What follows belongs to an exercise in optimizing a design on an open flow for small area and a short achievable clock period; a production flow would make more cautious choices.
The RTL was checked by simulation tests, not by an equivalence proof against the original design.
No driver is modelled on the clock port, so clocking that relies on it looks cheaper here than on a real chip.
Power is estimated from default activity; no workload was simulated.

### design/flow/flow/run.sh
#!/bin/bash
# The standard layout (the standard.sh, standard synthesis unchanged),
# with two changes to how it is placed:
# - every port is buffered by a sky130_fd_sc_hd__buf_1 instead of the
#   resizer's default choice (a clkdlybuf4s50_1 delay cell, which is larger
#   and slower);
# - after global placement, flow/upsize.tcl gives the port buffers on the
#   slowest output paths (and the flip-flops driving them) the next drive
#   strength.
# All of make's output goes to flow_make.log.
set -euo pipefail
bash standard.sh \
  "BUFFER_PORTS_ARGS=-buffer_cell sky130_fd_sc_hd__buf_1" \
  "POST_GLOBAL_PLACE_TCL=$PWD/flow/upsize.tcl" \
  "UPSIZE_OUT_NS=0.53" \
  finish > flow_make.log 2>&1
### design/flow/flow/upsize.tcl
set thr $::env(UPSIZE_OUT_NS)
set block [ord::get_db_block]
set nbuf 0
set nff 0
foreach p [get_ports -filter "direction==output"] {
  set s [get_property $p slack_max]
  if {$s == "INF" || $s == "inf"} continue
  set arr [expr {30.0 - 6.0 - $s}]
  if {$arr <= $thr} continue
  set bterm [$block findBTerm [get_property $p name]]
  set net [$bterm getNet]
  foreach it [$net getITerms] {
    if {![$it isOutputSignal]} continue
    set inst [$it getInst]
    set m [[$inst getMaster] getName]
    if {$m == "sky130_fd_sc_hd__buf_1"} {
      replace_cell [$inst getName] sky130_fd_sc_hd__buf_2
      incr nbuf
      # the buffer's driver
      set in [$inst findITerm A]
      set n2 [$in getNet]
      foreach it2 [$n2 getITerms] {
        if {![$it2 isOutputSignal]} continue
        set i2 [$it2 getInst]
        if {[[$i2 getMaster] getName] == "sky130_fd_sc_hd__dfxtp_1"} {
          replace_cell [$i2 getName] sky130_fd_sc_hd__dfxtp_2
          incr nff
        }
      }
    }
  }
}
puts "upsize.tcl: $nbuf output buffers and $nff flip-flops upsized (threshold $thr ns)"
estimate_parasitics -placement
### design/flow/standard.sh
#!/bin/bash
# synth_recipe.tcl (not shown) runs the flow's synth.tcl, then flattens the netlist and writes it again
# the make line also repeats each setting of config.mk as NAME=value (left out here)
make -C /OpenROAD-flow-scripts/flow DESIGN_CONFIG=/design/flow/config.mk WORK_HOME=/design/flow/orfs CLKGATE_MAP_FILE= SYNTH_SCRIPT=/design/flow/synth_recipe.tcl "${@:-finish}"
### design/flow/config.mk
export PLATFORM = sky130hd
export DESIGN_NAME = dle_rx
export DESIGN_NICKNAME = dle_rx
export VERILOG_FILES = /design/flow/design.v
export SDC_FILE = /design/flow/constraint.sdc
export NUM_CORES = 4
export LEC_CHECK = 0
export CAP_MARGIN = 20
export CORE_MARGIN = 2
export CORE_UTILIZATION = 70
export CTS_CLUSTER_DIAMETER = 100
export CTS_CLUSTER_SIZE = 30
export PLACE_DENSITY = 0.85
export SLEW_MARGIN = 20
export SYNTH_HIERARCHICAL = 1
export SYNTH_MINIMUM_KEEP_SIZE = 0
### design/flow/constraint.sdc
create_clock -name core_clock -period 30.0 [get_ports {clk}]
set_input_delay 6.0000 -clock core_clock [delete_from_list [all_inputs] [get_ports {clk}]]
set_output_delay 6.0000 -clock core_clock [all_outputs]
set_load 0.01 [all_outputs]
### design/flow/design.v
module dle_rx #(
    parameter MAX_LEN = 32
) (
    input  wire                       clk,
    input  wire                       rst,
    input  wire                       in_valid,
    input  wire [7:0]                 in_byte,
    output reg                        pkt_valid,
    output reg                        pkt_ok,
    output wire [7:0]                 pkt_id,
    output reg  [5:0]                 pkt_data_len,
    output wire [8*(MAX_LEN-4)-1:0]   pkt_data,
    output reg  [5:0]                 pkt_raw_len,
    output wire [8*MAX_LEN-1:0]       pkt_raw,
    output reg                        too_long
);
    localparam [7:0] DLE = 8'h10;
    localparam [7:0] ETX = 8'h03;
    localparam DMAX = MAX_LEN - 4;
    reg       inframe;
    reg [5:0] len;
    reg       par;         
    reg [7:0] d1;          
    reg       w1;          
    reg       kd1, kd2;    
    reg       k1;          
    reg       f1, f2;      
    reg [4:0] wp;          
    wire is_dle   = (in_byte == DLE);
    wire is_etx   = (in_byte == ETX);
    wire idx2     = (len >= 6'd2);
    wire keep     = idx2 && !par;
    wire complete = inframe && is_etx && (len >= 6'd4) && par;
    wire full     = inframe && (len == MAX_LEN - 1);
    reg  failed;           
    wire fail_now = failed || f2;
    always @(posedge clk) begin
        if (rst) begin
            inframe   <= 1'b0;
            pkt_valid <= 1'b0;
            too_long  <= 1'b0;
        end else begin
            pkt_valid <= in_valid && complete;
            too_long  <= in_valid && full && !complete;
            if (in_valid) begin
                if (!inframe)
                    inframe <= is_dle;
                else if (complete || full)
                    inframe <= 1'b0;
            end
        end
    end
    always @(posedge clk) begin
        if (!inframe) begin
            len <= 6'd1;
            par <= 1'b0;
            w1  <= 1'b0;
            kd1 <= 1'b0;
            kd2 <= 1'b0;
            k1  <= 1'b0;
            f1  <= 1'b0;
            f2  <= 1'b0;
            wp  <= 5'h1f;
        end else if (in_valid) begin
            len <= len + 6'd1;
            par <= par ^ (is_dle && idx2);
            w1  <= keep && !is_dle;
            kd1 <= keep && is_dle;
            kd2 <= kd1;
            k1  <= keep;
            f1  <= idx2 && par && !is_dle;
            f2  <= f1;
            wp  <= wp + {4'd0, keep};
        end
    end
    wire [7:0] d1_nx;
    dle_rx_hold u_d1 (.s(in_valid), .sn(!in_valid), .d(in_byte), .q(d1), .y(d1_nx));
    always @(posedge clk)
        d1 <= d1_nx;
    always @(posedge clk) begin
        failed       <= inframe && fail_now;
        pkt_ok       <= !inframe || !fail_now;
        pkt_data_len <= fail_now ? 6'd0 : {1'b0, wp + {4'd0, !k1}};
        pkt_raw_len  <= fail_now ? 6'd0 : len + 6'd1;
    end
    wire [7:0] raw [1:MAX_LEN-2];
    wire       raw1_clr = inframe && fail_now;
    genvar g;
    generate
        for (g = 1; g < MAX_LEN - 1; g = g + 1) begin : g_raw
            reg  [7:0] q;
            wire       we = (g == 1) ? (raw1_clr || len == 6'd1) : (len == g);
            wire [7:0] wd = (g == 1) ? (in_byte & {8{!raw1_clr}}) : in_byte;
            wire [7:0] nx;
            dle_rx_hold u_hold (.s(we), .sn(!we), .d(wd), .q(q), .y(nx));
            always @(posedge clk)
                q <= nx;
            assign raw[g] = q;
            assign pkt_raw[8*g +: 8] = q;
        end
    endgenerate
    assign pkt_raw[7:0] = DLE;
    assign pkt_raw[8*MAX_LEN-1 -: 8] = ETX;
    assign pkt_id = raw[1];
    wire [7:0] wbus = (kd2 ? DLE : d1) & {8{inframe}};
    wire       wr   = w1 || kd2;
    generate
        for (g = 1; g < DMAX; g = g + 1) begin : g_data
            reg  [7:0] q;
            wire       we = wr && wp == g;
            wire [7:0] nx;
            dle_rx_hold u_hold (.s(we), .sn(inframe), .d(wbus), .q(q), .y(nx));
            always @(posedge clk)
                q <= nx;
            assign pkt_data[8*g +: 8] = q;
        end
    endgenerate
    assign pkt_data[7:0] = raw[2];
endmodule
module dle_rx_hold (
    input  wire       s,
    input  wire       sn,
    input  wire [7:0] d,
    input  wire [7:0] q,
    output wire [7:0] y
);
    assign y = (d & {8{s}}) | (q & {8{sn}});
endmodule
==> results.json, run 1 <==
{
  "synth_seq_area_share_pct": 58.5,
  "ctsResizeCount": 0,
  "seq_area_um2": 10000,
  "final_core_util_pct": 76.8,
  "gr-total-overflow": 0,
  "cts.reportedPaths.clkPinSlew_ps": 110,
  "synth_edf_count": 0,
  "crit_chain": "buf_1",
  "dpl_cell_area_um2": 18000,
  "synthToLayoutAreaGrowth_pct": 8.69,
  "htreeDepth": 1,
  "nNetsFinal": 1782,
  "startpoint_type": "flip-flop",
  "yosys-top-cells-area": "dfxtp_1 (59%), a22o_1 (24%), buf_6 (7.7%)",
  "io_buffers": 496,
  "drt_pass1_iterations": 5,
  "setup_viol": 0,
  "post_cts_buffers": 0,
  "synth_top_cell_by_area": "dfxtp_1",
  "ant_nets": 0,
  "wl_per_cell_um": 22.4,
  "start_util_pct": 70.7,
  "coreArea_um2": 24100,
  "die_area_um2": 25600,
  "dp.cells": 2065,
  "die_x_um": 160,
  "ios": 514,
  "cp_max_fo": 3,
  "ys_types": 42,
  "yosysWarnings": 7,
  "hold_class": "reg -> reg",
  "syn_inst": 1380,
  "p_leak_nw": 7.43,
  "totalWireLength_um": 46800,
  "maxCapViolCount": 0,
  "pwr_density_cell_nw_per_um2": 55.2,
  "slowest_stage": "dfxtp_1",
  "period_share_pct": 23.8,
  "cp_top_family": "flip-flops",
  "vias_per_cell": 6.12,
  "cp.required_ps": 24000,
  "final_area_um2": 18500,
  "num_vias": 12800,
  "die_h_um": 160,
  "grt_pass1_wl_um": 69700,
  "fmax_mhz": 140,
  "path_class": "reg -> out",
  "drtIter0Drc": 1322,
  "cts_max_path_buffers": 3,
  "grt_pass1_vias": 11800,
  "critPathBufInv": 1,
  "ys_ff_latch": 498,
  "cts_hold_buf": 0,
  "grt_max_degree": 123,
  "critPathMaxStageDelay_ps": 400,
  "ir_drop_uv": 47.0,
  "cts-root-buf": "clkbuf_16",
  "cp-end-kind": "output pin",
  "grt_setup_unrepaired": "false",
  "finClkSkew_ps": 25.9,
  "syn_area_um2": 17000,
  "cp.arrival_ps": 1140,
  "async_flop_share_pct": 0,
  "worst_pin_slew_ps": 1120,
  "fp-row-count": 57,
  "final_cell_count_no_fill": 2089,
  "drcViolationCount": 0,
  "hold_viol": 0,
  "final_common_cell": "dfxtp_1",
  "tns_ps": 0,
  "syn_area_per_cell_um2": 12.3,
  "antenna_found_initial": 0,
  "synth_top_area_share_pct": 58.5,
  "ys.flop_type": "dfxtp_1",
  "final_cell_mix": "dfxtp_1 (468), a22o_1 (465), buf_1 (459)",
  "multi_input_area_um2": 5370,
  "grt_util_all_layers_pct": 34.2,
  "cts_tree": "done",
  "clk_latency_ps": 550,
  "min_period_ps": 7140,
  "fillers": 1638,
  "drive_above_1_share_pct": 6.75,
  "status": "no timing/DRC/antenna violations",
  "hpwl_um": 31600,
  "slew_violations": 0,
  "maxSlewHeadroom_pct": 25.7,
  "cts.sinks": 498,
  "cts_inserted_buffers": 20
}
==> state kept, by name, summed over array words and instances (netlist names), 5 cells and up <==
name,cells
pkt_data_len,5
len,6
wp,5
g_data.q,216
g_raw.q,240
d1,8
pkt_raw_len,6
==> final timing paths <==
kind / slack (ps) / depth (start not counted) / endpoint / start
setup / recovery: 22860 / 1 / pkt_data[1] / g_raw[2].q[1]$_DFF_P_
hold / removal: 460 / 1 / g_data[21].q[1]$_DFF_P_ / g_data[21].q[1]$_DFF_P_
setup reg to reg: 27440 / 8 / wp[4]$_SDFFE_PN1P_ / len[4]$_SDFFE_PN0P_
hold reg to reg: 460 / 1 / g_data[21].q[1]$_DFF_P_ / g_data[21].q[1]$_DFF_P_
==> Yosys cell counts, types with 3 or more instances <==
| cell type | count |
|---|---|
| clkbuf_1 | 14 |
| a22o_1 | 465 |
| nor3_1 | 10 |
| nand4_1 | 3 |
| nor2_1 | 52 |
| nor2b_1 | 6 |
| buf_4 | 33 |
| xor2_1 | 11 |
| nand3_1 | 25 |
| nand2_1 | 31 |
| nor4_1 | 4 |
| buf_6 | 116 |
| nand2b_1 | 6 |
| mux2i_1 | 5 |
| xnor2_1 | 3 |
| and2_1 | 22 |
| buf_2 | 5 |
| dfxtp_1 | 498 |
| ha_1 | 8 |
| inv_1 | 36 |
==> per-module statistics from Yosys, one instance, submodules excluded <==
module,cell area [um2],flip-flops and latches
dle_rx,11700,498
dle_rx_hold,92.6,0
==> metrics by stage <==
stage	total power [mW]	setup slack, ps	hold WS (ps)
finish	1.02	22860	464
global route	1.05	22820	479
CTS	1.02	22840	467
detailed placement	0.716	22440	439
global placement	0.714	22500	450
floorplan	0.702	22990	431
==> area by class of cell <==
cell class | instances | share of cell area [%]
tap | 324 | 2.19
multi-input combinational | 692 | 29.0
clock buffer | 22 | 2.86
inverter | 36 | 0.730
timing repair buffer | 515 | 11.1
sequential | 498 | 54.0
clock inverter | 1 | 0.0878
antenna | 1 | 0.0135
==> where the power goes <==
group          switching (mW)  leakage [nW]  internal [mW]
Sequential            0.00478          4.03          0.668
Combinational          0.0196          3.14        0.00913
Clock                   0.192         0.267          0.128
Total                   0.217          7.43          0.805
==> metal layers <==
layer	wire length, um	vias up	track usage [%]
li1	-	5759	-
met1	18400	6225	44.2
met2	22000	686	56.2
met3	4450	119	7.97
met4	1830	0	13.1
met5	0	-	0
==> kinds of logic (layout without fill, tap and decap cells) <==
group	Yosys count	after routing	synth area share (%)
compound gates	473	473	24.3
xor+xnor	14	14	0.720
fa+ha+maj	8	8	0.587
buf+inv	205	574	10.4
flops	498	498	58.5
mux	5	5	0.294
other cells	2	18	0.0441
simple gates	175	175	5.20
==> inputs of run 2 (changes only) <==
--- a/design/flow/flow/run.sh
+++ b/design/flow/flow/run.sh
@@ -7,5 +7,6 @@
 # - after global placement, flow/upsize.tcl gives the port buffers on the
 #   slowest output paths (and the flip-flops driving them) the next drive
-#   strength.
+#   strength, and the data inputs' port buffers a buf_4 (in_byte drives
+#   some 30 loads).
 # All of make's output goes to flow_make.log.
 set -euo pipefail
--- a/design/flow/flow/upsize.tcl
+++ b/design/flow/flow/upsize.tcl
@@ -31,4 +31,19 @@
   }
 }
+set nin 0
+foreach p [get_ports -filter "direction==input"] {
+  set name [get_property $p name]
+  if {$name == "clk"} continue
+  set bterm [$block findBTerm $name]
+  set net [$bterm getNet]
+  foreach it [$net getITerms] {
+    set inst [$it getInst]
+    if {[[$inst getMaster] getName] == "sky130_fd_sc_hd__buf_1"} {
+      replace_cell [$inst getName] sky130_fd_sc_hd__buf_4
+      incr nin
+    }
+  }
+}
+puts "upsize.tcl: $nin input buffers upsized"
 puts "upsize.tcl: $nbuf output buffers and $nff flip-flops upsized (threshold $thr ns)"
 estimate_parasitics -placement
==> results.json, run 2 <==
{
  "antenna_found_initial": 0,
  "clk_latency_ps": 540,
  "htreeDepth": 1,
  "totalWireLength_um": 46900,
  "synthToLayoutAreaGrowth_pct": 8.72,
  "critPathBufInv": 1,
  "synthAdderAreaFrac_pct": 0.587,
  "ant_nets": 0,
  "cp_top_family": "flip-flops",
  "r2r_slack_ps": 27440,
  "final_core_util_pct": 76.9,
  "wl_met1_um": 18600,
  "fillers": 1634,
  "dp.cells": 2065,
  "intPower_mw": 0.805,
  "start_util_pct": 70.7,
  "cp_max_fo": 2,
  "largestRegisters": "g_raw.q: 240 flops, g_data.q: 216 flops, d1: 8 flops",
  "clkPwrFrac_pct": 31.6,
  "async_flop_share_pct": 0,
  "synth_simple_gate_area_share_pct": 5.20,
  "status": "no timing/DRC/antenna violations",
  "post_cts_buffers": 0,
  "min_from": "g_data[21].q[0]$_DFF_P_",
  "cp.arrival_ps": 1140,
  "reg2regPathDepth": 8,
  "grt_setup_unrepaired": "false",
  "largest_reg_flops": 240,
  "coreArea_um2": 24100,
  "cp-end-kind": "output pin",
  "cts.sinks": 498,
  "reg2reg_from": "len[4]$_SDFFE_PN0P_",
  "synth_top_family_by_area": "compound AO/OA/AOI/OAI gates",
  "cts.reportedPaths.clkPinSlew_ps": 110,
  "num_vias": 12800,
  "highest_layer": "met4",
  "cts-root-buf": "clkbuf_16",
  "hold_viol": 0,
  "critPathMaxStageDelay_ps": 360,
  "synth_compound_area_share_pct": 24.3,
  "cts_inserted_buffers": 20,
  "syn_area_per_cell_um2": 12.3,
  "min_period_ps": 7140,
  "slowest_stage": "dfxtp_1",
  "hpwl_um": 31500,
  "synth_top_area_share_pct": 58.5,
  "seq_power_share_pct": 65.6,
  "synth.most_common_cell": "dfxtp_1",
  "die_area_um2": 25600,
  "fp-row-count": 57,
  "synth_top_cell_by_area": "dfxtp_1",
  "tns_ps": 0,
  "ir_drop_uv": 47.3,
  "maxCapViolCount": 0,
  "drcViolationCount": 0,
  "syn_inst": 1380,
  "synth_seq_area_share_pct": 58.5,
  "p_leak_nw": 7.45,
  "maxSlewHeadroom_pct": 26.4,
  "grt_pass1_vias": 11900,
  "netSwitchingFraction_pct": 21.4,
  "drtIter0Drc": 1254,
  "ys_types": 42,
  "finClkSkew_ps": 12.1,
  "diodes": 0,
  "setup_viol": 0,
  "top_register": "g_raw.q",
  "nNetsFinal": 1783,
  "cts_hold_buf": 0,
  "min_delay_path_depth": 1,
  "total_power_mw": 1.02,
  "yosys-top-cells-area": "dfxtp_1 (59%), a22o_1 (24%), buf_6 (7.7%)",
  "ctsResizeCount": 0,
  "synth_xor_area_share_pct": 0.720,
  "die_h_um": 160,
  "synth_common_cells": "dfxtp_1 (498), a22o_1 (465), buf_6 (116)",
  "grt_util_all_layers_pct": 34.2,
  "ios": 514,
  "comb_power_share_pct": 2.8,
  "wl_per_cell_um": 22.4,
  "startpoint_type": "flip-flop",
  "final_cell_count_no_fill": 2089,
  "path_class": "reg -> out",
  "wl_met3_um": 4310,
  "synth_edf_count": 0,
  "grt_pass1_wl_um": 70200,
  "slew_violations": 0,
  "io_buffers": 496,
  "ys_ff_latch": 498,
  "synth_mux_area_share_pct": 0.294,
  "cts_tree": "done",
  "final_common_cell": "dfxtp_1",
  "gr-total-overflow": 0,
  "r2r-end": "wp[4]$_SDFFE_PN1P_",
  "period_share_pct": 23.8,
  "worst_pin_slew_ps": 1100,
  "crit_chain": "buf_1",
  "min_delay_worst_endpoint": "g_data[21].q[0]$_DFF_P_",
  "vias_per_cell": 6.14,
  "cp.required_ps": 24000,
  "pwr_density_cell_nw_per_um2": 55.3,
  "drive_above_1_share_pct": 6.86,
  "final_cell_mix": "dfxtp_1 (468), a22o_1 (465), buf_1 (457)",
  "ys.flop_type": "dfxtp_1",
  "route.met2.wl_um": 22400,
  "syn_area_um2": 17000,
  "switchingPower_mw": 0.220,
  "dpl_cell_area_um2": 18000,
  "hold_class": "reg -> reg",
  "die_x_um": 160,
  "drt_pass1_iterations": 6,
  "cts_max_path_buffers": 3,
  "fmax_mhz": 140,
  "yosysWarnings": 7,
  "grt_max_degree": 123,
  "final_area_um2": 18500
}
## run 2: area by class of cell
type | count | area, um2 | area share (%)
Multi-Input combinational cell | 692 | 5360 | 28.9
Sequential cell | 498 | 10000 | 54.0
Inverter | 36 | 135 | 0.729
Timing Repair Buffer | 516 | 2070 | 11.2
Clock inverter | 1 | 16.3 | 0.0878
Clock buffer | 22 | 529 | 2.86
Tap cell | 324 | 405 | 2.19
## run 2: worst max-delay path by stage
| stage | from | cells after the start | slack (ps) | to |
|---|---|---|---|---|
| after floorplan | in_byte[2] | 4 | 22990 | par$_SDFFE_PN0P_ |
| after global placement | in_byte[2] | 6 | 22500 | par$_SDFFE_PN0P_ |
| after detailed placement | in_byte[2] | 6 | 22380 | par$_SDFFE_PN0P_ |
| after CTS | g_raw[2].q[1]$_DFF_P_ | 1 | 22850 | pkt_data[1] |
| after global routing | in_byte[2] | 6 | 22820 | par$_SDFFE_PN0P_ |
| final | g_raw[28].q[1]$_DFF_P_ | 1 | 22860 | pkt_raw[225] |
## run 2: power by group through the flow
| stage | logic (mW) | registers (mW) | clock network (mW) |
|---|---|---|---|
| floorplan | 0.0134 | 0.689 | 0 |
| global placement | 0.0273 | 0.687 | 0 |
| detailed placement | 0.0283 | 0.687 | 0 |
| CTS | 0.0284 | 0.672 | 0.323 |
| global route | 0.0304 | 0.673 | 0.346 |
| finish | 0.0289 | 0.672 | 0.324 |
## run 2: routing by layer
| layer | GRT usage, % | vias to the layer above |
|---|---|---|
| met1 | 44.4 | 6268 |
| met5 | 0 | - |
| met4 | 12.4 | 0 |
| met3 | 7.53 | 108 |
| met2 | 56.6 | 698 |
| li1 | - | 5761 |
## run 2: logic make-up (layout without fill, tap and decap cells)
kind of cell	after synthesis	in the layout
buffers and inverters	205	575
XOR/XNOR	14	14
other	2	17
AO/OA/AOI/OAI	473	473
adder cells (fa/ha/maj)	8	8
multiplexers	5	5
flip-flops	498	498
AND/OR/NAND/NOR	175	175
## run 2: metrics by stage
step	hold slack (ps)	setup WS, ps
2_1_floorplan	431	22990
3_3_place_gp	450	22500
3_5_place_dp	440	22380
4_1_cts	467	22850
5_1_grt	481	22820
6_report	466	22860
## run 2: per-module statistics from Yosys, one instance, submodules excluded
| module | cells inside | copies in the design |
|---|---|---|
| dle_rx | 800 | 1 |
| dle_rx_hold | 10 | 58 |
==> inputs of run 3 (changes only) <==
--- a/design/flow/flow/upsize.tcl
+++ b/design/flow/flow/upsize.tcl
@@ -39,5 +39,6 @@
   foreach it [$net getITerms] {
     set inst [$it getInst]
-    if {[[$inst getMaster] getName] == "sky130_fd_sc_hd__buf_1"} {
+    set m [[$inst getMaster] getName]
+    if {[lsearch -exact {sky130_fd_sc_hd__buf_1 sky130_fd_sc_hd__buf_2 sky130_fd_sc_hd__clkbuf_1 sky130_fd_sc_hd__clkbuf_2} $m] >= 0} {
       replace_cell [$inst getName] sky130_fd_sc_hd__buf_4
       incr nin
==> results.json, run 3 <==
{
  "status": "no timing/DRC/antenna violations",
  "cts_max_path_buffers": 3,
  "hold_viol": 0,
  "post_cts_buffers": 0,
  "nNetsFinal": 1782,
  "critPathBufInv": 1,
  "io_buffers": 496,
  "reg2reg_from": "len[4]$_SDFFE_PN0P_",
  "synth_common_cells": "dfxtp_1 (498), a22o_1 (465), buf_6 (116)",
  "largestRegisters": "g_raw.q: 240 flops, g_data.q: 216 flops, d1: 8 flops",
  "clk_latency_ps": 540,
  "p_leak_nw": 7.45,
  "cts.sinks": 498,
  "hpwl_um": 31600,
  "cts_hold_buf": 0,
  "coreArea_um2": 24100,
  "die_area_um2": 25600,
  "synth_top_area_share_pct": 58.5,
  "grt_util_all_layers_pct": 34.3,
  "dpl_cell_area_um2": 18000,
  "reg2regPathDepth": 8,
  "path_class": "reg -> out",
  "ir_drop_uv": 42.6,
  "diodes": 0,
  "clkPwrFrac_pct": 31.4,
  "vias_per_cell": 6.17,
  "netSwitchingFraction_pct": 21.3,
  "grt_max_degree": 123,
  "fillers": 1628,
  "synth_edf_count": 0,
  "yosysWarnings": 7,
  "intPower_mw": 0.805,
  "r2r-end": "wp[4]$_SDFFE_PN1P_",
  "drive_above_1_share_pct": 6.80,
  "use_met1_pct": 44.5,
  "final_cell_mix": "dfxtp_1 (468), a22o_1 (465), buf_1 (457)",
  "synth_top_cell_by_area": "dfxtp_1",
  "comb_power_share_pct": 2.8,
  "finClkSkew_ps": 15.4,
  "drcViolationCount": 0,
  "final_common_cell": "dfxtp_1",
  "ys.flop_type": "dfxtp_1",
  "r2r_slack_ps": 27420,
  "totalWireLength_um": 46900,
  "drtIter0Drc": 1295,
  "grt_pass1_vias": 11700,
  "switchingPower_mw": 0.218,
  "critPathMaxStageDelay_ps": 390,
  "worst-path-stages": 1,
  "grt_pass1_wl_um": 70100,
  "ios": 514,
  "cp_top_family": "flip-flops",
  "min_delay_path_depth": 1,
  "antenna_found_initial": 0,
  "whs_ps": 469,
  "cp.required_ps": 24000,
  "gr-total-overflow": 0,
  "top_register": "g_raw.q",
  "synthToLayoutAreaGrowth_pct": 8.81,
  "hold_class": "reg -> reg",
  "cp.arrival_ps": 1140,
  "grt_busiest_layer": "met2",
  "worst_pin_slew_ps": 1110,
  "min_delay_worst_endpoint": "g_data[21].q[1]$_DFF_P_",
  "num_vias": 12900,
  "crit_chain": "buf_1",
  "maxSlewHeadroom_pct": 25.2,
  "ctsResizeCount": 0,
  "pwr_density_cell_nw_per_um2": 55.2,
  "syn_inst": 1380,
  "cts.reportedPaths.clkPinSlew_ps": 110,
  "met2_usage_pct": 58.2,
  "largest_reg_flops": 240,
  "maxCapViolCount": 0,
  "ys_ff_latch": 498,
  "min_from": "g_data[21].q[1]$_DFF_P_",
  "yosys-top-cells-area": "dfxtp_1 (59%), a22o_1 (24%), buf_6 (7.7%)",
  "min_period_ps": 7140,
  "fmax_mhz": 140,
  "cp_max_fo": 2,
  "startpoint_type": "flip-flop",
  "ys_types": 42,
  "syn_area_per_cell_um2": 12.3,
  "async_flop_share_pct": 0,
  "synth.most_common_cell": "dfxtp_1",
  "fp-row-count": 57,
  "cts_tree": "done",
  "slew_violations": 0,
  "use_met3_pct": 7.22,
  "die_h_um": 160,
  "setup_viol": 0,
  "cp-end-kind": "output pin",
  "syn_area_um2": 17000,
  "drt_pass1_iterations": 5,
  "synth_seq_area_share_pct": 58.5,
  "start_util_pct": 70.7,
  "grt_setup_unrepaired": "false",
  "htreeDepth": 1,
  "wl_per_cell_um": 22.5,
  "slowest_stage": "dfxtp_1",
  "final_area_um2": 18500,
  "seq_power_share_pct": 65.7,
  "tns_ps": 0,
  "ant_nets": 0,
  "die_x_um": 160,
  "period_share_pct": 23.8,
  "cts_inserted_buffers": 20,
  "cts-root-buf": "clkbuf_16"
}
==> run 3: cell counts after synthesis <==
No cell type changed its count.
==> run 3: area by class of cell <==
type,count,area [um2],share of cell area (%)
Tap cell,324,405,2.19
Multi-Input combinational cell,692,5360,28.9
Sequential cell,498,10000,54.0
Clock buffer,22,529,2.85
Inverter,36,135,0.729
Clock inverter,1,16.3,0.0877
Timing Repair Buffer,515,2080,11.2
==> run 3: metal layers <==
| layer | wire length [um] | up-vias |
|---|---|---|
| li1 | - | 5759 |
| met1 | 18500 | 6311 |
| met2 | 22700 | 722 |
| met3 | 4340 | 91 |
| met4 | 1340 | 0 |
| met5 | 0 | - |
==> run 3: worst register-to-register path, stage by stage, from the launching register on <==
cell     delay (ps)
dfxtp_1         410
nor2_1          740
nor4b_4         440
nor2_2          100
ha_1            220
ha_1            210
nand4_1         110
xor2_1          150
nand2_1          60
==> run 3: modules after synthesis, one instance, submodules excluded <==
module | flip-flops and latches | cells inside
dle_rx | 498 | 800
dle_rx_hold | 0 | 10
==> run 3: power by group through the flow <==
stage               Clock, mW  Combinational (mW)  Sequential, mW
floorplan                   0              0.0134           0.689
detailed placement          0              0.0285           0.687
global route            0.347              0.0307           0.673
CTS                     0.323              0.0287           0.672
global placement            0              0.0273           0.687
finish                  0.321              0.0290           0.672
==> run 3: logic make-up (layout without fill, tap and decap cells) <==
group	count (synthesis)	in the layout	synth area share, %
AOI/OAI and AO/OA	473	473	24.3
xor gates and xnor gates	14	14	0.720
adders and majority gates	8	8	0.587
buffers and inverters	205	574	10.4
DFF	498	498	58.5
muxes	5	5	0.294
other	2	17	0.0441
and+or+nand+nor	175	175	5.20
==> run 3: metrics by stage <==
step / std cells / total power [mW] / setup WS, ps / utilization [%]
6_report: 2088 / 1.02 / 22860 / 76.9
2_1_floorplan: 1395 / 0.702 / 22990 / -
4_1_cts: 2088 / 1.02 / 22860 / 76.9
3_3_place_gp: 2065 / 0.714 / 22500 / 74.2
3_5_place_dp: 2065 / 0.716 / 22370 / 74.6
5_1_grt: 2088 / 1.05 / 22800 / 76.9
==> run 3: worst max-delay path by stage <==
| stage | start | endpoint | slack [ps] |
|---|---|---|---|
| final | g_raw[23].q[1]$_DFF_P_ | pkt_raw[185] | 22860 |
| after global routing | in_byte[2] | par$_SDFFE_PN0P_ | 22800 |
| after CTS | g_raw[2].q[1]$_DFF_P_ | pkt_data[1] | 22860 |
| after detailed placement | in_byte[2] | par$_SDFFE_PN0P_ | 22370 |
| after global placement | in_byte[2] | par$_SDFFE_PN0P_ | 22500 |
| after floorplan | in_byte[2] | par$_SDFFE_PN0P_ | 22990 |
==> inputs of run 4 (changes only) <==
--- a/design/flow/design.v
+++ b/design/flow/design.v
@@ -85,13 +85,16 @@
     end
     wire [7:0] raw [1:MAX_LEN-2];
-    wire       raw1_clr = inframe && fail_now;
+    wire [7:0] lo_v;
     genvar g;
     generate
+        for (g = 0; g < 8; g = g + 1) begin : g_lo
+            dle_rx_gate u_lo (.a(inframe && len[2:0] == g), .b(in_valid), .y(lo_v[g]));
+        end
         for (g = 1; g < MAX_LEN - 1; g = g + 1) begin : g_raw
             reg  [7:0] q;
-            wire       we = (g == 1) ? (raw1_clr || len == 6'd1) : (len == g);
-            wire [7:0] wd = (g == 1) ? (in_byte & {8{!raw1_clr}}) : in_byte;
+            wire       we = lo_v[g % 8] && (len[5:3] == g / 8);
+            wire       keep = (g == 1) ? (inframe && !fail_now) : inframe;
             wire [7:0] nx;
-            dle_rx_hold u_hold (.s(we), .sn(!we), .d(wd), .q(q), .y(nx));
+            dle_rx_hold u_hold (.s(we), .sn(keep), .d(in_byte), .q(q), .y(nx));
             always @(posedge clk)
                 q <= nx;
@@ -127,2 +130,9 @@
     assign y = (d & {8{s}}) | (q & {8{sn}});
 endmodule
+module dle_rx_gate (
+    input  wire a,
+    input  wire b,
+    output wire y
+);
+    assign y = a & b;
+endmodule
==> results.json, run 4 <==
{
  "pwr_density_cell_nw_per_um2": 53.9,
  "syn_inst": 1342,
  "cp.arrival_ps": 1130,
  "yosys-top-cells-area": "dfxtp_1 (59%), a22o_1 (24%), buf_6 (7.7%)",
  "synth.most_common_cell": "dfxtp_1",
  "ys.flop_type": "dfxtp_1",
  "cts.sinks": 498,
  "maxSlewHeadroom_pct": 26.6,
  "io_buffers": 496,
  "cts-root-buf": "clkbuf_16",
  "synth_seq_area_share_pct": 58.6,
  "yosysWarnings": 7,
  "gr-total-overflow": 0,
  "hold_viol": 0,
  "setup_slack_ps": 22870,
  "drcViolationCount": 0,
  "finClkSkew_ps": 22.4,
  "grt_pass1_vias": 11500,
  "largestRegisters": "g_raw.q: 240 flops, g_data.q: 216 flops, d1: 8 flops",
  "fmax_mhz": 140,
  "drtIter0Drc": 1376,
  "synth_top_area_share_pct": 58.6,
  "ctsResizeCount": 0,
  "cts_tree": "done",
  "coreArea_um2": 24100,
  "final_area_um2": 18500,
  "status": "no timing/DRC/antenna violations",
  "hold_class": "reg -> reg",
  "cts.reportedPaths.clkPinSlew_ps": 110,
  "start_util_pct": 70.5,
  "dpl_cell_area_um2": 17900,
  "largest_reg_flops": 240,
  "ios": 514,
  "maxCapViolCount": 0,
  "cts_max_path_buffers": 3,
  "whs_ps": 464,
  "grt_max_degree": 269,
  "grt_setup_unrepaired": "false",
  "cts_hold_buf": 0,
  "ant_nets": 0,
  "final_cell_count_no_fill": 2053,
  "final_cell_mix": "dfxtp_1 (474), a22o_1 (464), buf_1 (463)",
  "synth_common_cells": "dfxtp_1 (498), a22o_1 (464), buf_6 (117)",
  "wl_per_cell_um": 22.4,
  "cp.required_ps": 24000,
  "antenna_found_initial": 0,
  "hpwl_um": 29800,
  "htreeDepth": 1,
  "top_register": "g_raw.q",
  "die_x_um": 160,
  "period_share_pct": 23.8,
  "path_class": "reg -> out",
  "totalWireLength_um": 46100,
  "post_cts_buffers": 0,
  "synthToLayoutAreaGrowth_pct": 8.73,
  "cp_max_fo": 2,
  "ys_ff_latch": 498,
  "clk_latency_ps": 550,
  "cts_inserted_buffers": 20,
  "min_period_ps": 7130,
  "die_h_um": 160,
  "ys_types": 42,
  "drive_above_1_share_pct": 6.13,
  "num_vias": 12700,
  "nNetsFinal": 1749,
  "critPathBufInv": 1,
  "slowest_stage": "dfxtp_1",
  "async_flop_share_pct": 0,
  "synth_top_cell_by_area": "dfxtp_1",
  "synth_edf_count": 0,
  "dpl_worst_slack_ps": 22440,
  "final_common_cell": "dfxtp_1",
  "startpoint_type": "flip-flop",
  "p_leak_nw": 7.16,
  "setup_viol": 0,
  "tns_ps": 0,
  "slew_violations": 0,
  "grt_util_all_layers_pct": 33.8,
  "fp-row-count": 57,
  "syn_area_um2": 17000,
  "ir_drop_uv": 40.9,
  "crit_chain": "buf_1",
  "cp_top_family": "flip-flops",
  "die_area_um2": 25600,
  "drt_pass1_iterations": 5,
  "vias_per_cell": 6.19,
  "grt_pass1_wl_um": 69000,
  "syn_area_per_cell_um2": 12.7,
  "critPathMaxStageDelay_ps": 360,
  "diodes": 0,
  "worst_pin_slew_ps": 1100,
  "dp.cells": 2030,
  "cp-end-kind": "output pin"
}
## run 4: report_power, final
part	leakage [nW]	switching, mW	internal [mW]
logic	2.86	0.0107	0.00248
clock network	0.267	0.194	0.128
registers	4.02	0.000585	0.662
total	7.16	0.205	0.792
## run 4: metal layers
layer  GRT usage [%]  wire length (um)
met4            15.2              2180
met1            46.1             19000
met2            52.9             21200
met3            6.13              3660
met5               0                 0
## run 4: Yosys stat by module, one instance, submodules excluded
module / times used / area [um2] / cells inside
dle_rx: 1 / 11600 / 754
dle_rx_gate: 8 / 6.26 / 1
dle_rx_hold: 58 / 92.6 / 10
## run 4: per-stage QoR
stage | power [mW] | util (%)
3_5_place_dp | 0.690 | 74.4
3_3_place_gp | 0.690 | 74.1
6_report | 0.998 | 76.7
4_1_cts | 0.998 | 76.7
2_1_floorplan | 0.683 | -
5_1_grt | 1.02 | 76.7
## run 4: final cells by class
class | instances | area [um2]
Fill cell | 1628 | 5610
Tap cell | 324 | 405
Clock buffer | 22 | 529
Timing Repair Buffer | 512 | 2060
Inverter | 7 | 26.3
Multi-Input combinational cell | 689 | 5450
Sequential cell | 498 | 10000
Clock inverter | 1 | 16.3
## run 4: path summary, 6_finish.rpt
path | from | end | slack, ps | cells past startpoint
hold / removal | g_raw[11].q[0]$_DFF_P_ | g_raw[11].q[0]$_DFF_P_ | 460 | 1
hold reg to reg | g_raw[11].q[0]$_DFF_P_ | g_raw[11].q[0]$_DFF_P_ | 460 | 1
setup / recovery | g_raw[29].q[1]$_DFF_P_ | pkt_raw[233] | 22870 | 1
setup reg to reg | inframe$_SDFFE_PP0P_ | g_raw[27].q[1]$_DFF_P_ | 26540 | 6
## run 4: cell families after synthesis
family,Yosys count,synth area share (%)
adder cells (fa/ha/maj),10,0.736
AND/OR/NAND/NOR,165,5.49
flip-flops,498,58.6
multiplexers,6,0.353
other,2,0.0442
AO/OA/AOI/OAI,481,24.6
XOR/XNOR,10,0.515
buffers and inverters,170,9.65
==> inputs of run 5 (changes only) <==
--- a/design/flow/flow/upsize.tcl
+++ b/design/flow/flow/upsize.tcl
@@ -39,6 +39,5 @@
   foreach it [$net getITerms] {
     set inst [$it getInst]
-    set m [[$inst getMaster] getName]
-    if {[lsearch -exact {sky130_fd_sc_hd__buf_1 sky130_fd_sc_hd__buf_2 sky130_fd_sc_hd__clkbuf_1 sky130_fd_sc_hd__clkbuf_2} $m] >= 0} {
+    if {[[$inst getMaster] getName] == "sky130_fd_sc_hd__buf_1"} {
       replace_cell [$inst getName] sky130_fd_sc_hd__buf_4
       incr nin
==> results.json, run 5 <==
{
  "cts_hold_buf": 0,
  "ys_types": 42,
  "post_cts_buffers": 0,
  "critPathMaxStageDelay_ps": 560,
  "async_flop_share_pct": 0,
  "clkPwrFrac_pct": 32.3,
  "drt_pass1_iterations": 5,
  "wl_per_cell_um": 22.4,
  "synth_edf_count": 0,
  "synth_top_area_share_pct": 58.6,
  "path_class": "in -> reg",
  "vias_per_cell": 6.21,
  "maxCapViolCount": 0,
  "startpoint_type": "input pin",
  "multi_input_area_um2": 5450,
  "netSwitchingFraction_pct": 20.6,
  "dpl_cell_area_um2": 17900,
  "slowest_stage": "nor3_1",
  "syn_area_per_cell_um2": 12.7,
  "status": "no timing/DRC/antenna violations",
  "final_common_cell": "dfxtp_1",
  "start_util_pct": 70.5,
  "worst_pin_slew_ps": 1070,
  "hpwl_um": 29700,
  "totalWireLength_um": 46100,
  "drcViolationCount": 0,
  "comb_power_share_pct": 1.3,
  "ir_drop_uv": 62.7,
  "cp.arrival_ps": 7740,
  "setup_slack_ps": 22710,
  "critPathBufInv": 1,
  "yosysWarnings": 7,
  "hold_class": "reg -> reg",
  "grt_setup_unrepaired": "false",
  "antenna_found_initial": 0,
  "fp-row-count": 57,
  "io_buffers": 496,
  "synth_common_cells": "dfxtp_1 (498), a22o_1 (464), buf_6 (117)",
  "setup_viol": 0,
  "ctsResizeCount": 0,
  "cts_tree": "done",
  "ys_ff_latch": 498,
  "ant_nets": 0,
  "syn_area_um2": 17000,
  "crit_chain": "clkbuf_2 > nor3_1 > and4_1 > a31oi_1 > o21a_1",
  "intPower_mw": 0.792,
  "period_share_pct": 24.3,
  "dpl_worst_slack_ps": 22200,
  "largest_reg_flops": 240,
  "cts_max_path_buffers": 3,
  "hold_viol": 0,
  "cts_inserted_buffers": 20,
  "grt_util_all_layers_pct": 33.8,
  "min_period_ps": 7290,
  "synthToLayoutAreaGrowth_pct": 8.60,
  "cp_top_family": "simple AND/OR/NAND/NOR gates",
  "synth_seq_area_share_pct": 58.6,
  "die_h_um": 160,
  "final_area_um2": 18500,
  "fmax_mhz": 137,
  "cp_max_fo": 32,
  "tns_ps": 0,
  "p_leak_nw": 7.15,
  "drtIter0Drc": 1265,
  "nNetsFinal": 1749,
  "cp-end-kind": "flip-flop",
  "switchingPower_mw": 0.206,
  "slew_violations": 0,
  "diodes": 0,
  "ys.flop_type": "dfxtp_1",
  "seq_area_um2": 10000,
  "grt_max_degree": 269,
  "cp.required_ps": 30450,
  "largestRegisters": "g_raw.q: 240 flops, g_data.q: 216 flops, d1: 8 flops",
  "synth.most_common_cell": "dfxtp_1",
  "htreeDepth": 1,
  "final_cell_mix": "dfxtp_1 (474), a22o_1 (464), buf_1 (463)",
  "grt_pass1_wl_um": 69200,
  "drive_above_1_share_pct": 6.13,
  "coreArea_um2": 24100,
  "finClkSkew_ps": 17.1,
  "die_x_um": 160,
  "clk_latency_ps": 540,
  "cts-root-buf": "clkbuf_16",
  "top_register": "g_raw.q",
  "num_vias": 12800,
  "ios": 514,
  "cts.reportedPaths.clkPinSlew_ps": 110,
  "synth_top_cell_by_area": "dfxtp_1",
  "fillers": 1614,
  "syn_inst": 1342,
  "cts.sinks": 498,
  "maxSlewHeadroom_pct": 28.6,
  "gr-total-overflow": 0,
  "yosys-top-cells-area": "dfxtp_1 (59%), a22o_1 (24%), buf_6 (7.7%)",
  "pwr_density_cell_nw_per_um2": 54.0,
  "die_area_um2": 25600,
  "grt_pass1_vias": 11700,
  "seq_power_share_pct": 66.4
}
run 5: cell counts after synthesis:
Identical to the previous run, type by type.
run 5: kinds of logic after synthesis:
family          Yosys count  synth area share [%]
flops                   498                  58.6
compound gates          481                  24.6
buf+inv                 170                  9.65
simple gates            165                  5.49
fa+ha+maj                10                 0.736
xor+xnor                 10                 0.515
mux                       6                 0.353
other cells               2                0.0442
run 5: power groups by stage:
stage | Clock [mW] | Combinational (mW) | Sequential, mW
after floorplan | 0 | 0.00576 | 0.677
after global placement | 0 | 0.0122 | 0.677
after detailed placement | 0 | 0.0125 | 0.677
after CTS | 0.323 | 0.0126 | 0.662
after global routing | 0.346 | 0.0135 | 0.663
final | 0.323 | 0.0128 | 0.662
run 5: layout make-up:
type,count,area share (%)
Tap cell,324,2.19
Clock buffer,22,2.87
Inverter,7,0.142
Sequential cell,498,54.2
Multi-Input combinational cell,689,29.5
Clock inverter,1,0.0881
Timing Repair Buffer,512,11.0
run 5: path summary, 6_finish.rpt:
check        slack [ps]                     end                   start  cells past startpoint
max               22710        par$_SDFFE_PN0P_              in_byte[5]                      5
min                 460  g_raw[11].q[1]$_DFF_P_  g_raw[11].q[1]$_DFF_P_                      1
max reg2reg       26520  g_raw[27].q[4]$_DFF_P_    inframe$_SDFFE_PP0P_                      6
min reg2reg         460  g_raw[11].q[1]$_DFF_P_  g_raw[11].q[1]$_DFF_P_                      1
run 5: modules after synthesis (local to each module, per instance):
module       cells inside  flops+latches  copies in the design
dle_rx                754            498                     1
dle_rx_hold            10              0                    58
dle_rx_gate             1              0                     8
run 5: layer usage:
metal  up-vias  wire length, um  part of all wire [%]  global-route usage (%)
met1      6247            19100                    41                    46.2
met3       126             3740                   8.1                    6.03
met5         -                0                     0                       0
li1       5682                -                     -                       -
met2       701            21100                    46                    53.4
met4         0             2150                   4.7                    14.4
run 5: metrics by stage:
stage	hold WS, ps	total power, mW	instances	utilization [%]
6_report	464	0.998	2053	76.6
5_1_grt	477	1.02	2053	76.6
4_1_cts	467	0.998	2053	76.6
3_5_place_dp	442	0.690	2030	74.4
3_3_place_gp	444	0.690	2030	74.1
2_1_floorplan	431	0.683	1357	-
==> inputs of run 6 (changes only) <==
--- a/design/flow/flow/run.sh
+++ b/design/flow/flow/run.sh
@@ -7,6 +7,5 @@
 # - after global placement, flow/upsize.tcl gives the port buffers on the
 #   slowest output paths (and the flip-flops driving them) the next drive
-#   strength, and the data inputs' port buffers a buf_4 (in_byte drives
-#   some 30 loads).
+#   strength.
 # All of make's output goes to flow_make.log.
 set -euo pipefail
--- a/design/flow/flow/upsize.tcl
+++ b/design/flow/flow/upsize.tcl
@@ -31,19 +31,4 @@
   }
 }
-set nin 0
-foreach p [get_ports -filter "direction==input"] {
-  set name [get_property $p name]
-  if {$name == "clk"} continue
-  set bterm [$block findBTerm $name]
-  set net [$bterm getNet]
-  foreach it [$net getITerms] {
-    set inst [$it getInst]
-    if {[[$inst getMaster] getName] == "sky130_fd_sc_hd__buf_1"} {
-      replace_cell [$inst getName] sky130_fd_sc_hd__buf_4
-      incr nin
-    }
-  }
-}
-puts "upsize.tcl: $nin input buffers upsized"
 puts "upsize.tcl: $nbuf output buffers and $nff flip-flops upsized (threshold $thr ns)"
 estimate_parasitics -placement
==> results.json, run 6 <==
{
  "pwr_density_cell_nw_per_um2": 54.0,
  "totalWireLength_um": 45800,
  "fillers": 1631,
  "cts_tree": "done",
  "htreeDepth": 1,
  "async_flop_share_pct": 0,
  "ys_ff_latch": 498,
  "dp.cells": 2030,
  "cts.sinks": 498,
  "synthToLayoutAreaGrowth_pct": 8.58,
  "start_util_pct": 70.5,
  "grt_max_degree": 269,
  "synth.most_common_cell": "dfxtp_1",
  "cts_inserted_buffers": 20,
  "grt_setup_unrepaired": "false",
  "die_x_um": 160,
  "top_register": "g_raw.q",
  "reg2reg_from": "inframe$_SDFFE_PP0P_",
  "drive_above_1_share_pct": 6.07,
  "largestRegisters": "g_raw.q: 240 flops, g_data.q: 216 flops, d1: 8 flops",
  "cts_hold_buf": 0,
  "synth_edf_count": 0,
  "wl_per_cell_um": 22.3,
  "drtIter0Drc": 1438,
  "nNetsFinal": 1749,
  "grt_util_all_layers_pct": 33.6,
  "synth_top_family_by_area": "compound AO/OA/AOI/OAI gates",
  "synth_xor_area_share_pct": 0.515,
  "drt_pass1_iterations": 5,
  "final_common_cell": "dfxtp_1",
  "r2r-end": "g_raw[27].q[4]$_DFF_P_",
  "synth_top_area_share_pct": 58.6,
  "grt_pass1_wl_um": 69000,
  "diodes": 0,
  "die_h_um": 160,
  "synth_mux_area_share_pct": 0.353,
  "ctsResizeCount": 0,
  "hold_class": "reg -> reg",
  "gr-total-overflow": 0,
  "cp-end-kind": "flip-flop",
  "cts_max_path_buffers": 3,
  "yosysWarnings": 7,
  "clk_latency_ps": 540,
  "fmax_mhz": 137,
  "cp.required_ps": 30450,
  "ios": 514,
  "largest_reg_flops": 240,
  "synth_top_cell_by_area": "dfxtp_1",
  "synth_seq_area_share_pct": 58.6,
  "synth_common_cells": "dfxtp_1 (498), a22o_1 (464), buf_6 (117)",
  "min_from": "g_raw[11].q[0]$_DFF_P_",
  "tns_ps": 0,
  "status": "no timing/DRC/antenna violations",
  "reg2regPathDepth": 6,
  "hold_viol": 0,
  "whs_ps": 465,
  "io_buffers": 496,
  "yosys-top-cells-area": "dfxtp_1 (59%), a22o_1 (24%), buf_6 (7.7%)",
  "synth_simple_gate_area_share_pct": 5.49,
  "crit_chain": "clkbuf_2 > nor3_1 > and4_1 > a31oi_1 > o21a_1",
  "final_cell_count_no_fill": 2053,
  "critPathMaxStageDelay_ps": 560,
  "maxSlewHeadroom_pct": 27.6,
  "coreArea_um2": 24100,
  "dpl_cell_area_um2": 17900,
  "cts.reportedPaths.clkPinSlew_ps": 110,
  "startpoint_type": "input pin",
  "min_delay_worst_endpoint": "g_raw[11].q[0]$_DFF_P_",
  "final_cell_mix": "dfxtp_1 (474), a22o_1 (464), buf_1 (464)",
  "total_power_mw": 0.996,
  "cts-root-buf": "clkbuf_16",
  "num_vias": 12800,
  "slew_violations": 0,
  "maxCapViolCount": 0,
  "dpl_worst_slack_ps": 22200,
  "syn_area_um2": 17000,
  "slowest_stage": "nor3_1",
  "setup_viol": 0,
  "synth_compound_area_share_pct": 24.6,
  "hpwl_um": 29600,
  "period_share_pct": 24.3,
  "final_core_util_pct": 76.6,
  "antenna_found_initial": 0,
  "final_area_um2": 18500,
  "die_area_um2": 25600,
  "finClkSkew_ps": 27.5,
  "post_cts_buffers": 0,
  "vias_per_cell": 6.22,
  "ys.flop_type": "dfxtp_1",
  "worst_pin_slew_ps": 1090,
  "synthAdderAreaFrac_pct": 0.736,
  "cp.arrival_ps": 7730,
  "ir_drop_uv": 45.7,
  "ys_types": 42,
  "r2r_slack_ps": 26560,
  "min_period_ps": 7280,
  "syn_inst": 1342,
  "path_class": "in -> reg",
  "grt_pass1_vias": 11600,
  "drcViolationCount": 0,
  "cp_max_fo": 32,
  "fp-row-count": 57,
  "min_delay_path_depth": 1,
  "syn_area_per_cell_um2": 12.7,
  "setup_slack_ps": 22720,
  "ant_nets": 0,
  "p_leak_nw": 7.15
}
## run 6: worst max path at each step
stage,startpoint,endpoint,slack [ps]
3_5_place_dp,in_byte[5],par$_SDFFE_PN0P_,22200
4_1_cts,in_byte[5],par$_SDFFE_PN0P_,22770
6_report,in_byte[5],par$_SDFFE_PN0P_,22720
5_1_grt,in_byte[5],inframe$_SDFFE_PP0P_,22650
3_3_place_gp,in_byte[5],par$_SDFFE_PN0P_,22250
2_1_floorplan,in_byte[3],par$_SDFFE_PN0P_,22940
## run 6: Yosys stat by module, one instance, submodules excluded
module       flops+latches  area, um2
dle_rx                 498      11600
dle_rx_gate              0       6.26
dle_rx_hold              0       92.6
## run 6: critical path, delay by kind of cell
family | cells | cell delay (ps)
compound gates | 2 | 330
buf+inv | 1 | 480
simple gates | 2 | 910
## run 6: power by group
group	internal (mW)	leakage, nW	switching, mW
Clock	0.128	0.267	0.193
Sequential	0.662	4.02	0.000572
Combinational	0.00209	2.86	0.0107
## run 6: kinds of logic (layout without fill, tap and decap cells)
group | after synthesis | count (layout)
buffers and inverters | 170 | 542
adder cells (fa/ha/maj) | 10 | 10
multiplexers | 6 | 6
AO/OA/AOI/OAI | 481 | 481
AND/OR/NAND/NOR | 165 | 165
flip-flops | 498 | 498
XOR/XNOR | 10 | 10
other | 2 | 17
## run 6: final cells by class
| cell class | instances | area (um2) | share of cell area (%) |
|---|---|---|---|
| clock buffers | 22 | 529 | 2.87 |
| inverters | 7 | 26.3 | 0.142 |
| repair buffers | 512 | 2030 | 11.0 |
| clock inverters | 1 | 16.3 | 0.0881 |
| flip-flops and latches | 498 | 10000 | 54.2 |
| multi-input cells | 689 | 5450 | 29.5 |
| well taps | 324 | 405 | 2.20 |
## run 6: routing by layer
layer / wire [um] / vias up / GRT usage [%]
met5: 0 / - / 0
met4: 1790 / 0 / 12.6
met3: 4120 / 111 / 6.60
met2: 21400 / 735 / 54.2
met1: 18400 / 6241 / 45.2
li1: - / 5674 / -

[separate check: timing with driven ports]
The results above use ideal ports. As a check the final layouts listed here were re-extracted and re-timed, cells and wires unchanged. Step 1 assumes that a clkbuf_16 drives the clock port and a buf_2 every other input. Step 2 moves the port delays by t, midway between the first and last clock arrival at a register: inputs arrive t later, outputs are due t later. That takes back most of the time a late clock gives input paths. Slacks: ideal / step 1 / step 2; pairs: ideal / step 1.
run | t, ns | setup slack, ns | worst setup path after step 2 | latest minus earliest clock arrival (ns) | slew at the worst register clock pin (ns)
run 1 | 0.589 | 22.856 / 22.804 / 22.401 | input to register | 0.029 / 0.029 | 0.12 / 0.12
run 2 | 0.588 | 22.864 / 22.813 / 22.366 | input to register | 0.017 / 0.018 | 0.11 / 0.11
run 3 | 0.585 | 22.863 / 22.811 / 22.323 | input to register | 0.023 / 0.023 | 0.11 / 0.11
run 4 | 0.592 | 22.868 / 22.816 / 22.375 | input to register | 0.024 / 0.024 | 0.12 / 0.12
run 5 | 0.590 | 22.706 / 22.730 / 22.140 | input to register | 0.020 / 0.020 | 0.12 / 0.12
run 6 | 0.580 | 22.716 / 22.736 / 22.156 | input to register | 0.032 / 0.032 | 0.12 / 0.12
After both steps setup and hold are still met in every run listed. The setup slack of run 5, which loses most, moves by +0.024 ns with the drivers and by -0.566 ns with both steps.
